This is an optimization exercise on Yosys and OpenROAD, whose aim is small area, a short achievable clock period and few clock cycles, not a production implementation.
In this exercise RTL edits were held to simulation tests only and were not proved equivalent to the original.
No activity file was given, so power comes from the tool's default toggle rates.

// px4io_engine
module px4io_engine (
    input  wire        clk,
    input  wire        rst,
    input  wire        cmd_valid,
    input  wire [7:0]  cmd,
    input  wire [7:0]  arg_mode,
    input  wire [7:0]  arg_page,
    input  wire [7:0]  arg_offset,
    input  wire [7:0]  arg_n,
    input  wire [7:0]  arg_retries,
    input  wire [15:0] arg_clear,
    input  wire [15:0] arg_set,
    input  wire        val_we,
    input  wire [4:0]  val_addr,
    input  wire [15:0] val_wdata,
    input  wire [4:0]  out_addr,
    output wire [15:0] out_rdata,
    output wire        link_req,
    output reg  [1:0]  link_op,
    output wire [7:0]  link_wdata,
    input  wire        link_ack,
    input  wire [1:0]  link_resp,
    input  wire [7:0]  link_rdata,
    output wire        busy,
    output reg         ready,
    output wire [7:0]  status,
    output reg  [7:0]  errinfo,
    output reg  [7:0]  result,
    output reg         flag,
    output reg  [2:0]  fault,
    output reg  [31:0] stall_cnt,
    output reg  [31:0] retry_cnt,
    output reg  [31:0] crcfail_cnt
);
==> flow/config.mk <==
export PLATFORM = sky130hd
export DESIGN_NAME = px4io_engine
export DESIGN_NICKNAME = px4io_engine
export VERILOG_FILES = /design/flow/design.v
export SDC_FILE = /design/flow/constraint.sdc
export NUM_CORES = 8
export LEC_CHECK = 0
export CAP_MARGIN = 40
export CORE_MARGIN = 2
export CORE_UTILIZATION = 30
export CTS_CLUSTER_DIAMETER = 80
export CTS_CLUSTER_SIZE = 16
export SETUP_SLACK_MARGIN = 4.5
export SLEW_MARGIN = 40
export SYNTH_HIERARCHICAL = 1
==> flow/constraint.sdc <==
create_clock -name core_clock -period 10.0 [get_ports {clk}]
set_input_delay 2.0000 -clock core_clock [delete_from_list [all_inputs] [get_ports {clk}]]
set_output_delay 2.0000 -clock core_clock [all_outputs]
set_load 0.01 [all_outputs]
standard.sh (not shown) runs the stock make flow with config.mk's settings and CLKGATE_MAP_FILE= SYNTH_SCRIPT=/design/flow/synth_recipe.tcl, a recipe that flattens the netlist after the stock synthesis.
==> flow/flow/run.sh <==
#!/bin/bash
set -euo pipefail
export BUFFER_PORTS_ARGS="-buffer_cell sky130_fd_sc_hd__buf_2"
sed 's/"\${@:-finish}"/ABC_LOAD_IN_FF=35 "${@:-finish}"/' standard.sh > standard_abc.sh
grep -q 'ABC_LOAD_IN_FF=35 ' standard_abc.sh
bash standard_abc.sh > flow_make.log 2>&1
The baseline finished with timing, DRC and antenna clean.
Testbench counts at the start, summed over its fixed seeds: cycles 47,338.
Next try:
- SETUP_SLACK_MARGIN: 4.5 -> 4.1
After rerunning:
- sequential power stays flat
- critical path depth decreases by 4
- final area decreases by 1.8%
- total power decreases by 0.65%
- synthesized area is unchanged
- synthesized cell count stays the same
- via count decreases by 1.9%
- first-iteration DRC count decreases by 4.6%

* * *

== juniper ==
Starting RTL as in the previous note.
## px4io_engine
module px4io_engine (
    input  wire        clk,
    input  wire        rst,
    input  wire        cmd_valid,
    input  wire [7:0]  cmd,
    input  wire [7:0]  arg_mode,
    input  wire [7:0]  arg_page,
    input  wire [7:0]  arg_offset,
    input  wire [7:0]  arg_n,
    input  wire [7:0]  arg_retries,
    input  wire [15:0] arg_clear,
    input  wire [15:0] arg_set,
    input  wire        val_we,
    input  wire [4:0]  val_addr,
    input  wire [15:0] val_wdata,
    input  wire [4:0]  out_addr,
    output wire [15:0] out_rdata,
    output wire        link_req,
    output reg  [1:0]  link_op,
    output wire [7:0]  link_wdata,
    input  wire        link_ack,
    input  wire [1:0]  link_resp,
    input  wire [7:0]  link_rdata,
    output wire        busy,
    output reg         ready,
    output wire [7:0]  status,
    output reg  [7:0]  errinfo,
    output reg  [7:0]  result,
    output reg         flag,
    output reg  [2:0]  fault,
    output reg  [31:0] stall_cnt,
    output reg  [31:0] retry_cnt,
    output reg  [31:0] crcfail_cnt
);
    localparam [6:0] C_DEFAULT = 7'h01, C_CLEAR = 7'h02, C_BUILD = 7'h03,
  ...
export LEC_CHECK = 0
export CAP_MARGIN = 40
export CORE_MARGIN = 2
export CORE_UTILIZATION = 30
export CTS_CLUSTER_DIAMETER = 80
export CTS_CLUSTER_SIZE = 16
export SETUP_SLACK_MARGIN = 4.8
export SLEW_MARGIN = 40
export SYNTH_HIERARCHICAL = 1
create_clock -name core_clock -period 10.0 [get_ports {clk}]
Scripts as last shown in full above: flow/flow/run.sh
juniper ended with every stage complete and zero timing, DRC or antenna violations.
Testbench counts of juniper, summed over its fixed seeds: cycles 47,338.
Input-level comparison between fjord and juniper:
- swapping 4.8 for 5.0 in SETUP_SLACK_MARGIN
Results
Between juniper and fjord, the clock edge transition at the registers on the reported setup and hold paths figures differ only marginally. The worst hold margin in fjord was lower than what juniper gave. On first-pass GRT wire length, the higher figure sits with fjord, not juniper.
The following lists how nickel was set up differently from fjord:
- changing SETUP_SLACK_MARGIN from 5.0 to 4.3
Notes after the runs:
Switching power (lower): nickel. nickel vs fjord, routed wire length on met3 went down by 1.9 mm. Looking at placed standard-cell area across nickel and fjord, the one that comes out higher is fjord. Routed via count: nickel vs fjord — no meaningful difference. [compare] base=fjord new=nickel: final cell count decreased by about 0.7% relative to the old numbers; power share of the combinational group down 0.3 points.

-- static timing again, ports no longer ideal --
The flow's constraints put no driver on any port. The routed layouts listed below were extracted and timed again, unchanged, in two steps.
Step 1 (the two cells are an assumption about what drives the block):
set clk [get_ports {clk}]
set_driving_cell -lib_cell sky130_fd_sc_hd__clkbuf_16 $clk
set_driving_cell -lib_cell sky130_fd_sc_hd__buf_2 [delete_from_list [all_inputs] $clk]
Step 2 moves the port delays by t, midway between the first and last clock arrival at a register: inputs arrive t later, outputs are due t later. That takes back most of the time a late clock gives input paths.
a / b / c = no drivers / after step 1 / after step 2; a / b = the first two.
| run | t (ns) | setup WS [ns] | hold WS [ns] | worst setup path at the end | cell pins on the clock port's net |
|---|---|---|---|---|---|
| the first run of note 1 | 0.992 | 4.250 / 4.204 / 3.339 | 0.443 / 0.443 / 0.443 | input to register | 1 |
| the second run of note 1 | 0.984 | 4.061 / 4.038 / 3.182 | 0.410 / 0.410 / 0.410 | input to register | 1 |
| juniper | 1.036 | 4.294 / 4.207 / 3.720 | 0.456 / 0.456 / 0.456 | input to register | 1 |
| fjord | 1.046 | 4.233 / 4.038 / 3.932 | 0.444 / 0.444 / 0.444 | input to register | 1 |
| nickel | 1.034 | 4.251 / 4.209 / 3.187 | 0.425 / 0.425 / 0.425 | input to register | 1 |
After both steps every run listed still meets setup and hold. For nickel, which loses most, drivers alone change the setup slack by -0.042 ns; drivers and shift together by -1.064 ns.
